This is an optimization exercise on Yosys and OpenROAD, whose aim is small area, not a production implementation. RTL that was checked went through simulation tests only; none was proved equivalent to the original. Power is estimated from default activity; no workload was simulated. The flow treats the clock pin as an ideal source, which a real chip does not have.

==> job 5309 <==
==> flow/design.v <==
module wg_dn_bit (
    input  r,
    input  t,
    input  load,
    input  p,
    output rn,
    output pn
);
    wire b = load ? t : r;
    assign rn = b ^ p;
    assign pn = p & ~b;
endmodule
module wg_dn2_bit (
    input  r,
    input  a,
    input  b,
    input  keep,
    input  ld_a,
    input  ld_b,
    input  p,
    output rn,
    output pn
);
    wire nbase = ~((r & keep) | (a & ld_a) | (b & ld_b));
    assign rn = ~(nbase ^ p);
    assign pn = p & nbase;
endmodule
module wg_dn2_step (
    input  [31:0] r,
    input  [31:0] a,
    input  [31:0] b,
    input         ld_a,
    input         ld_b,
    input         dec,
    output [31:0] rn,
    output        zd
);
    wire keep = ~(ld_a | ld_b);
    wire [32:0] p;
    assign p[0] = dec;
    genvar i;
    generate
        for (i = 0; i < 32; i = i + 1) begin : g_bit
            wg_dn2_bit u_bit (.r(r[i]), .a(a[i]), .b(b[i]), .keep(keep), .ld_a(ld_a),
                              .ld_b(ld_b), .p(p[i]), .rn(rn[i]), .pn(p[i + 1]));
        end
    endgenerate
    assign zd = p[32];
endmodule
module wg_dn_step (
    input  [31:0] r,
    input  [31:0] t,
    input         load,
    input         dec,
    output [31:0] rn,
    output        zd
);
    wire [32:0] p;
    assign p[0] = dec;
    genvar i;
    generate
        for (i = 0; i < 32; i = i + 1) begin : g_bit
            wg_dn_bit u_bit (.r(r[i]), .t(t[i]), .load(load), .p(p[i]),
                             .rn(rn[i]), .pn(p[i + 1]));
        end
    endgenerate
    assign zd = p[32];
endmodule
module wg_aoi222 (
    input  a0, b0, a1, b1, a2, b2,
    output y
);
    assign y = ~((a0 & b0) | (a1 & b1) | (a2 & b2));
endmodule
module wg_onehot_mux33 (
    input  [527:0] d,
    input  [32:0]  sel,
    output [15:0]  y
);
    genvar b, j;
    generate
        for (b = 0; b < 16; b = b + 1) begin : g_b
            wire [10:0] t;
            for (j = 0; j < 11; j = j + 1) begin : g_j
                wg_aoi222 u_aoi (
                    .a0(d[16*(3*j) + b]),     .b0(sel[3*j]),
                    .a1(d[16*(3*j + 1) + b]), .b1(sel[3*j + 1]),
                    .a2(d[16*(3*j + 2) + b]), .b2(sel[3*j + 2]),
                    .y(t[j]));
            end
            assign y[b] = ~&t;
        end
    endgenerate
endmodule
module wg_dec5 (
    input  [4:0]  s,
    input         en,
    output [31:0] oh
);
    genvar g;
    generate
        for (g = 0; g < 32; g = g + 1) begin : g_oh
            assign oh[g] = en && (s == g);
        end
    endgenerate
endmodule
module wg_add3 (
    input      [3:0] a,
    output reg [3:0] y
);
    always @* begin
        case (a)
            4'd0: y = 4'd0;
            4'd1: y = 4'd1;
            4'd2: y = 4'd2;
            4'd3: y = 4'd3;
            4'd4: y = 4'd4;
            4'd5: y = 4'd8;
            4'd6: y = 4'd9;
            4'd7: y = 4'd10;
            4'd8: y = 4'd11;
            4'd9: y = 4'd12;
            4'd10: y = 4'd11;
            4'd11: y = 4'd8;
            4'd12: y = 4'd5;
            4'd13: y = 4'd6;
            4'd14: y = 4'd9;
            4'd15: y = 4'd2;
        endcase
    end
endmodule
module wg_add3_lo (
    input  [2:0] a,
    output [3:0] y
);
    assign y = (a == 3'd5) ? 4'd8 : (a == 3'd6) ? 4'd9 : (a == 3'd7) ? 4'd10 : {1'b0, a};
endmodule
module wg_bin2bcd (
    input  [15:0] id,
    output [19:0] bcd
);
    wire [19:0] st [0:16];
    assign st[0] = 20'd0;
    genvar i, k;
    generate
        for (i = 0; i < 16; i = i + 1) begin : g_st
            wire [19:0] c;
            for (k = 0; k < 5; k = k + 1) begin : g_d
                if ((1 << i) > 5 * (10 ** k) && (1 << (i - 1)) <= 5 * (10 ** k) && (1 << i) <= 8 * (10 ** k)) begin : g_first
                    wg_add3_lo u_add3 (.a(st[i][4*k +: 3]), .y(c[4*k +: 4]));
                end else if ((1 << i) > 5 * (10 ** k) && k < 4) begin : g_fix
                    wg_add3 u_add3 (.a(st[i][4*k +: 4]), .y(c[4*k +: 4]));
                end else begin : g_pass
                    assign c[4*k +: 4] = st[i][4*k +: 4];
                end
            end
            assign st[i + 1] = {c[18:0], id[15 - i]};
        end
    endgenerate
    assign bcd = st[16];
endmodule
module wg_dec_ascii (
    input      [15:0] id,
    output     [55:0] msg,
    output     [2:0]  len
);
    wire [19:0] bcd;
    wg_bin2bcd u_bcd (.id(id), .bcd(bcd));
    wire [3:0] d4 = bcd[19:16], d3 = bcd[15:12], d2 = bcd[11:8], d1 = bcd[7:4], d0 = bcd[3:0];
    wire z4 = (d4 == 4'd0), z3 = (d3 == 4'd0), z2 = (d2 == 4'd0), z1 = (d1 == 4'd0);
    wire s5 = !z4;
    wire s4 = z4 && !z3;
    wire s3 = z4 && z3 && !z2;
    wire s2 = z4 && z3 && z2 && !z1;
    wire s1 = z4 && z3 && z2 && z1;
    localparam [3:0] CR = 4'hD, LF = 4'hA;
    wire [3:0] n0 = ({4{s5}} & d4) | ({4{s4}} & d3) | ({4{s3}} & d2) | ({4{s2}} & d1) | ({4{s1}} & d0);
    wire [3:0] n1 = ({4{s5}} & d3) | ({4{s4}} & d2) | ({4{s3}} & d1) | ({4{s2}} & d0) | ({4{s1}} & CR);
    wire [3:0] n2 = ({4{s5}} & d2) | ({4{s4}} & d1) | ({4{s3}} & d0) | ({4{s2}} & CR) | ({4{s1}} & LF);
    wire [3:0] n3 = ({4{s5}} & d1) | ({4{s4}} & d0) | ({4{s3}} & CR) | ({4{!(s5|s4|s3)}} & LF);
    wire [3:0] n4 = ({4{s5}} & d0) | ({4{s4}} & CR) | ({4{!(s5|s4)}} & LF);
    wire [3:0] n5 = s5 ? CR : LF;
    wire g1 = !s1, g2 = s5 | s4 | s3, g3 = s5 | s4, g4 = s5;
    assign msg[7:0]   = {4'h3, n0};
    assign msg[15:8]  = {2'b00, g1, g1, n1};
    assign msg[23:16] = {2'b00, g2, g2, n2};
    assign msg[31:24] = {2'b00, g3, g3, n3};
    assign msg[39:32] = {2'b00, g4, g4, n4};
    assign msg[47:40] = {4'h0, n5};
    assign msg[55:48] = 8'h0A;
    assign len = {!s1, s5 | s4 | s1, s5 | s3 | s1};
endmodule
module wiegand_core (
    input             clk,
    input             rst,
    input             tick_us,
    input             edge_d0,
    input             edge_d1,
    input             cfg_deadtime_en,
    input      [31:0] cfg_dead_time_us,
    input      [31:0] cfg_partial_timeout_us,
    input      [31:0] cfg_gap_us,
    input      [31:0] cfg_dup_window_us,
    input      [31:0] cfg_cadence_us,
    input             cfg_overflow_policy,
    output reg        tx_valid,
    output     [15:0] tx_id,
    output     [55:0] tx_msg,
    output     [2:0]  tx_len,
    output reg        ev_cap_ok,
    output reg        ev_cap_err,
    output reg        ev_q_ovf,
    output     [15:0] ev_push_id,
    output reg        ev_evict,
    output     [15:0] ev_evict_id
);
    localparam FRAME_BITS = 26;
    reg [4:0]  fcnt;
    reg [15:0] idsr;        
    reg [15:0] dup_id;      
    reg        pend;        
    reg [4:0]  head_p;      
    reg [4:0]  tail_p;      
    reg        full;        
    reg [15:0] ring [0:31];
    reg [31:0] r_bit, r_edge, r_dup, r_tx;
    reg        x_bit, x_edge, x_dup, x_tx;
    wire        q_empty = (head_p == tail_p) && !full;
    wire        attempt = x_tx || (r_tx == 32'd0);           
    wire        pop     = attempt && !q_empty;
    wire fcnt_partial = (fcnt != 5'd0) && (fcnt < FRAME_BITS);
    wire abandon  = fcnt_partial && x_bit;                   
    wire complete = (fcnt == FRAME_BITS) && x_bit;           
    wire in_window = !x_dup && (r_dup != 32'd0);
    wire suppress  = (dup_id == idsr) && in_window;
    wire forward   = complete && !suppress;
    wire       full_after_pop  = full && !pop;
    wire       push_ok     = forward && !full_after_pop;
    wire       push_evict  = forward && full_after_pop && !cfg_overflow_policy;
    wire       push_reject = forward && full_after_pop && cfg_overflow_policy;
    wire       store       = push_ok || push_evict;
    wire [4:0] pend_p = head_p - 5'd1;                
    wire       inj    = pend && (pend_p[3:0] == 4'd0);
    wire       bypass = pend && (head_p == tail_p) && !full;
    wire [31:0] tail_oh;
    wg_dec5 u_dec5 (.s(tail_p), .en(!bypass), .oh(tail_oh));
    wire [527:0] rd_words;
    genvar g;
    generate
        for (g = 0; g < 32; g = g + 1) begin : g_rd
            assign rd_words[16*g +: 16] = ring[(g + 31) % 32];
        end
    endgenerate
    assign rd_words[527:512] = dup_id;
    wire [15:0] removed_id;
    wg_onehot_mux33 u_rd (
        .d  (rd_words),
        .sel({bypass, tail_oh}),
        .y  (removed_id));
    wire [4:0] head_p_next = head_p - {4'd0, !store};
    wire [4:0] tail_p_next = tail_p - {4'd0, !(pop || push_evict)};
    integer i;
    always @(posedge clk) begin
        for (i = 0; i < 31; i = i + 1)
            ring[i] <= ring[i + 1];
        ring[31] <= ring[0];
        if (inj && !pend_p[4]) ring[31] <= dup_id;
        if (inj &&  pend_p[4]) ring[15] <= dup_id;
    end
    always @(posedge clk) begin
        if (rst) begin
            head_p <= 5'd0;
            tail_p <= 5'd0;
            full   <= 1'b0;
            pend   <= 1'b0;
        end else begin
            head_p <= head_p_next;
            tail_p <= tail_p_next;
            full   <= full ? (!pop || push_ok) : (push_ok && !pop && head_p_next == tail_p_next);
            pend   <= store || (pend && !inj);
        end
    end
    wire       clear_frame     = abandon || complete;
    wire [4:0] fcnt_after_poll = clear_frame ? 5'd0 : fcnt;
    wire       edge_in  = edge_d0 || edge_d1;
    wire       accept   = edge_in && (!cfg_deadtime_en || x_edge);    
    wire       append   = accept && (fcnt_after_poll < FRAME_BITS);
    wire       id_shift = accept && !clear_frame && (fcnt >= 5'd9) && (fcnt <= 5'd24);
    always @(posedge clk) begin
        if (rst)
            fcnt <= 5'd0;
        else
            fcnt <= fcnt_after_poll + {4'd0, append};
    end
    always @(posedge clk) begin
        if (id_shift)
            idsr <= {idsr[14:0], edge_d1};
    end
    always @(posedge clk) begin
        if (forward)
            dup_id <= idsr;
    end
    wire        ld_bit  = append;
    wire        ld_gap  = append && (fcnt_after_poll == 5'd25);
    wire        ld_pt   = append && (fcnt_after_poll != 5'd25);
    wire        bx_bit  = !ld_bit && x_bit;
    wire        dec_bit = tick_us && !bx_bit;
    wire [31:0] rn_bit;
    wire        zd_bit;
    wg_dn2_step u_bit (.r(r_bit), .a(cfg_gap_us), .b(cfg_partial_timeout_us),
                       .ld_a(ld_gap), .ld_b(ld_pt), .dec(dec_bit), .rn(rn_bit), .zd(zd_bit));
    always @(posedge clk) begin
        r_bit <= rn_bit;
        x_bit <= bx_bit || zd_bit;
    end
    wire        ld_edge  = accept;
    wire        bx_edge  = !ld_edge && x_edge;
    wire        dec_edge = tick_us && !bx_edge;
    wire [31:0] rn_edge;
    wire        zd_edge;
    wg_dn_step u_edge (.r(r_edge), .t(cfg_dead_time_us), .load(ld_edge), .dec(dec_edge),
                       .rn(rn_edge), .zd(zd_edge));
    always @(posedge clk) begin
        r_edge <= rn_edge;
        if (rst) x_edge <= 1'b1;
        else     x_edge <= bx_edge || zd_edge;
    end
    wire        ld_dup  = forward;
    wire        bx_dup  = !ld_dup && x_dup;
    wire        dec_dup = tick_us && !bx_dup;
    wire [31:0] rn_dup;
    wire        zd_dup;
    wg_dn_step u_dup (.r(r_dup), .t(cfg_dup_window_us), .load(ld_dup), .dec(dec_dup),
                      .rn(rn_dup), .zd(zd_dup));
    always @(posedge clk) begin
        r_dup <= rn_dup;
        if (rst) x_dup <= 1'b1;
        else     x_dup <= bx_dup || zd_dup;
    end
    wire        ld_tx  = attempt || rst;
    wire        bx_tx  = !ld_tx && x_tx;
    wire        dec_tx = tick_us && !rst && !bx_tx;
    wire [31:0] rn_tx;
    wire        zd_tx;
    wg_dn_step u_tx (.r(r_tx), .t(cfg_cadence_us), .load(ld_tx), .dec(dec_tx),
                     .rn(rn_tx), .zd(zd_tx));
    always @(posedge clk) begin
        r_tx <= rn_tx;
        x_tx <= bx_tx || zd_tx;
    end
    always @(posedge clk) begin
        if (rst) begin
            tx_valid   <= 1'b0;
            ev_cap_ok  <= 1'b0;
            ev_cap_err <= 1'b0;
            ev_q_ovf   <= 1'b0;
            ev_evict   <= 1'b0;
        end else begin
            tx_valid   <= pop;
            ev_cap_ok  <= store;
            ev_cap_err <= abandon;
            ev_q_ovf   <= push_reject;
            ev_evict   <= push_evict;
        end
    end
    assign tx_id       = removed_id;
    assign ev_evict_id = removed_id;
    assign ev_push_id  = idsr;
    wg_dec_ascii u_dec_ascii (
        .id (removed_id),
        .msg(tx_msg),
        .len(tx_len)
    );
endmodule
==> flow/flow/run.sh <==
#!/bin/bash
set -euo pipefail
bash standard.sh \
  "BUFFER_PORTS_ARGS=-buffer_cell sky130_fd_sc_hd__buf_1" \
  "CTS_ARGS=-sink_clustering_enable -repair_clock_nets -dont_use_dummy_load -buf_list sky130_fd_sc_hd__clkbuf_16 -sink_clustering_size 32 -sink_clustering_max_diameter 120" \
  "RECOVER_POWER=100" \
  finish > flow.log 2>&1
==> flow/standard.sh <==
#!/bin/bash
# synth_recipe.tcl (not shown) runs the flow's synth.tcl, then flattens the netlist and writes it again
# the make line also repeats each setting of config.mk as NAME=value (left out here)
make -C /OpenROAD-flow-scripts/flow DESIGN_CONFIG=/design/flow/config.mk WORK_HOME=/design/flow/orfs CLKGATE_MAP_FILE= SYNTH_SCRIPT=/design/flow/synth_recipe.tcl "${@:-finish}"
==> flow/config.mk <==
export PLATFORM = sky130hd
export DESIGN_NAME = wiegand_core
export DESIGN_NICKNAME = wiegand_core
export VERILOG_FILES = /design/flow/design.v
export SDC_FILE = /design/flow/constraint.sdc
export NUM_CORES = 4
export LEC_CHECK = 0
export CAP_MARGIN = 20
export CORE_MARGIN = 2
export CORE_UTILIZATION = 60
export SLEW_MARGIN = 20
export SYNTH_HIERARCHICAL = 1
==> flow/constraint.sdc <==
create_clock -name core_clock -period 20.0 [get_ports {clk}]
set_input_delay 4.0000 -clock core_clock [delete_from_list [all_inputs] [get_ports {clk}]]
set_output_delay 4.0000 -clock core_clock [all_outputs]
set_load 0.01 [all_outputs]
==> job 9149: changes against job 5309 <==
==> flow/design.v, changed modules only <==
module wg_g_inv (input a, output y);
    assign y = ~a;
endmodule
module wg_g_nand2 (input a, b, output y);
    assign y = ~(a & b);
endmodule
module wg_g_nor2 (input a, b, output y);
    assign y = ~(a | b);
endmodule
module wg_g_xor2 (input a, b, output y);
    assign y = a ^ b;
endmodule
module wg_g_xnor2 (input a, b, output y);
    assign y = ~(a ^ b);
endmodule
module wg_g_mux2i (input a0, a1, s, output y);
    assign y = ~(s ? a1 : a0);
endmodule
module wg_dn_pair (
    input  [1:0] nb,
    input        qi,
    output [1:0] rn,
    output       qo
);
    wire b0, pm;
    wg_g_xor2  u_s0 (.a(nb[0]), .b(qi), .y(rn[0]));       
    wg_g_inv   u_i0 (.a(nb[0]), .y(b0));
    wg_g_nor2  u_c0 (.a(b0), .b(qi), .y(pm));             
    wg_g_xnor2 u_s1 (.a(nb[1]), .b(pm), .y(rn[1]));       
    wg_g_nand2 u_c1 (.a(nb[1]), .b(pm), .y(qo));          
endmodule
module wg_dn_step (
    input  [31:0] r,
    input  [31:0] t,
    input         load,
    input         dec,
    output [31:0] rn,
    output        zd
);
    wire [31:0] nb;
    wire [16:0] q;
    assign q[0] = ~dec;
    genvar i;
    generate
        for (i = 0; i < 32; i = i + 1) begin : g_bit
            wg_g_mux2i u_base (.a0(r[i]), .a1(t[i]), .s(load), .y(nb[i]));
        end
        for (i = 0; i < 16; i = i + 1) begin : g_pair
            wg_dn_pair u_pair (.nb(nb[2*i +: 2]), .qi(q[i]), .rn(rn[2*i +: 2]), .qo(q[i + 1]));
        end
    endgenerate
    assign zd = ~q[16];
endmodule
module wg_dn2_step (
    input  [31:0] r,
    input  [31:0] a,
    input  [31:0] b,
    input         ld_a,
    input         ld_b,
    input         dec,
    output [31:0] rn,
    output        zd
);
    wire keep = ~(ld_a | ld_b);
    wire [31:0] nb;
    wire [16:0] q;
    assign q[0] = ~dec;
    genvar i;
    generate
        for (i = 0; i < 32; i = i + 1) begin : g_bit
            wg_aoi222 u_base (.a0(r[i]), .b0(keep), .a1(a[i]), .b1(ld_a),
                              .a2(b[i]), .b2(ld_b), .y(nb[i]));
        end
        for (i = 0; i < 16; i = i + 1) begin : g_pair
            wg_dn_pair u_pair (.nb(nb[2*i +: 2]), .qi(q[i]), .rn(rn[2*i +: 2]), .qo(q[i + 1]));
        end
    endgenerate
    assign zd = ~q[16];
endmodule
module wg_add3 (
    input      [3:0] a,
    output reg [3:0] y
);
    always @* begin
        case (a)
            4'd0: y = 4'd0;
            4'd1: y = 4'd1;
            4'd2: y = 4'd2;
            4'd3: y = 4'd3;
            4'd4: y = 4'd4;
            4'd5: y = 4'd8;
            4'd6: y = 4'd9;
            4'd7: y = 4'd10;
            4'd8: y = 4'd11;
            4'd9: y = 4'd12;
            4'd10: y = 4'd11;
            4'd11: y = 4'd8;
            4'd12: y = 4'd13;
            4'd13: y = 4'd14;
            4'd14: y = 4'd9;
            4'd15: y = 4'd10;
        endcase
    end
endmodule
// module wg_dn_bit removed
// module wg_dn2_bit removed
==> flow/flow/run.sh (replaced) <==
#!/bin/bash
set -euo pipefail
bash standard.sh \
  "BUFFER_PORTS_ARGS=-buffer_cell sky130_fd_sc_hd__buf_1" \
  "CTS_ARGS=-sink_clustering_enable -repair_clock_nets -dont_use_dummy_load -buf_list sky130_fd_sc_hd__clkbuf_8 -sink_clustering_size 16 -sink_clustering_max_diameter 80" \
  finish > flow.log 2>&1
Settings changed: CORE_UTILIZATION 60 to 50.
==> job 1941: changes against job 5309 <==
==> flow/flow/run.sh (replaced) <==
#!/bin/bash
set -euo pipefail
bash standard.sh \
  "BUFFER_PORTS_ARGS=-buffer_cell sky130_fd_sc_hd__buf_1" \
  "CTS_ARGS=-sink_clustering_enable -repair_clock_nets -dont_use_dummy_load -buf_list sky130_fd_sc_hd__clkbuf_8 -sink_clustering_size 20 -sink_clustering_max_diameter 100" \
  "RECOVER_POWER=100" \
  finish > flow.log 2>&1
Settings changed: CORE_UTILIZATION 60 to 40.
==> run summary <==
Sequential share of layout area: job 1941 < job 5309 < job 9149. The highest non-clock buffer count belongs to job 5309, the lowest to job 1941. Total power: job 1941 < job 5309 < job 9149. Between job 9149 and job 1941, the lower die area is in job 9149 (gap about 20%, measured against job 1941). Job 1941 finished but failed the layout checks on capacitance limit, slew limit. Job 5309 finished but failed the layout checks on capacitance limit, slew limit. Job 9149 finished with timing, DRC and antenna clean. Against job 5309, the critical path depth of job 1941 is lower by 1. Final area: job 5309 is higher than job 9149 (about 0.9%). Against job 9149, the area after synthesis of job 5309 is higher by 2.0%. The lowest final cell count belongs to job 5309, the highest to job 1941. First-iteration DRC count: job 5309 > job 1941 > job 9149. The lowest clock power belongs to job 1941, the highest to job 9149.
Function not checked in job 5309 and job 1941: the RTL went through the layout flow alone.

## static timing again, ports no longer ideal
The results above use ideal ports. As a check the final layouts listed here were re-extracted and re-timed, cells and wires unchanged. Step 1: set_driving_cell puts a clkbuf_16 on clk and a buf_2 on each other input, an assumption about the parent block. Step 2 also shifts input and output timing later by t, the mid clock arrival at the registers, as if the neighbouring blocks saw the same clock. Three values: ideal, step 1, step 2; two values: the first two.
run	shift t [ns]	setup WS [ns]	worst data-port slew with drivers (ns)
job 5309	0.641	3.249 / 3.190 / 3.831	0.06
job 9149	0.705	4.876 / 4.823 / 5.527	0.07
job 1941	0.681	3.337 / 3.285 / 3.966	0.07
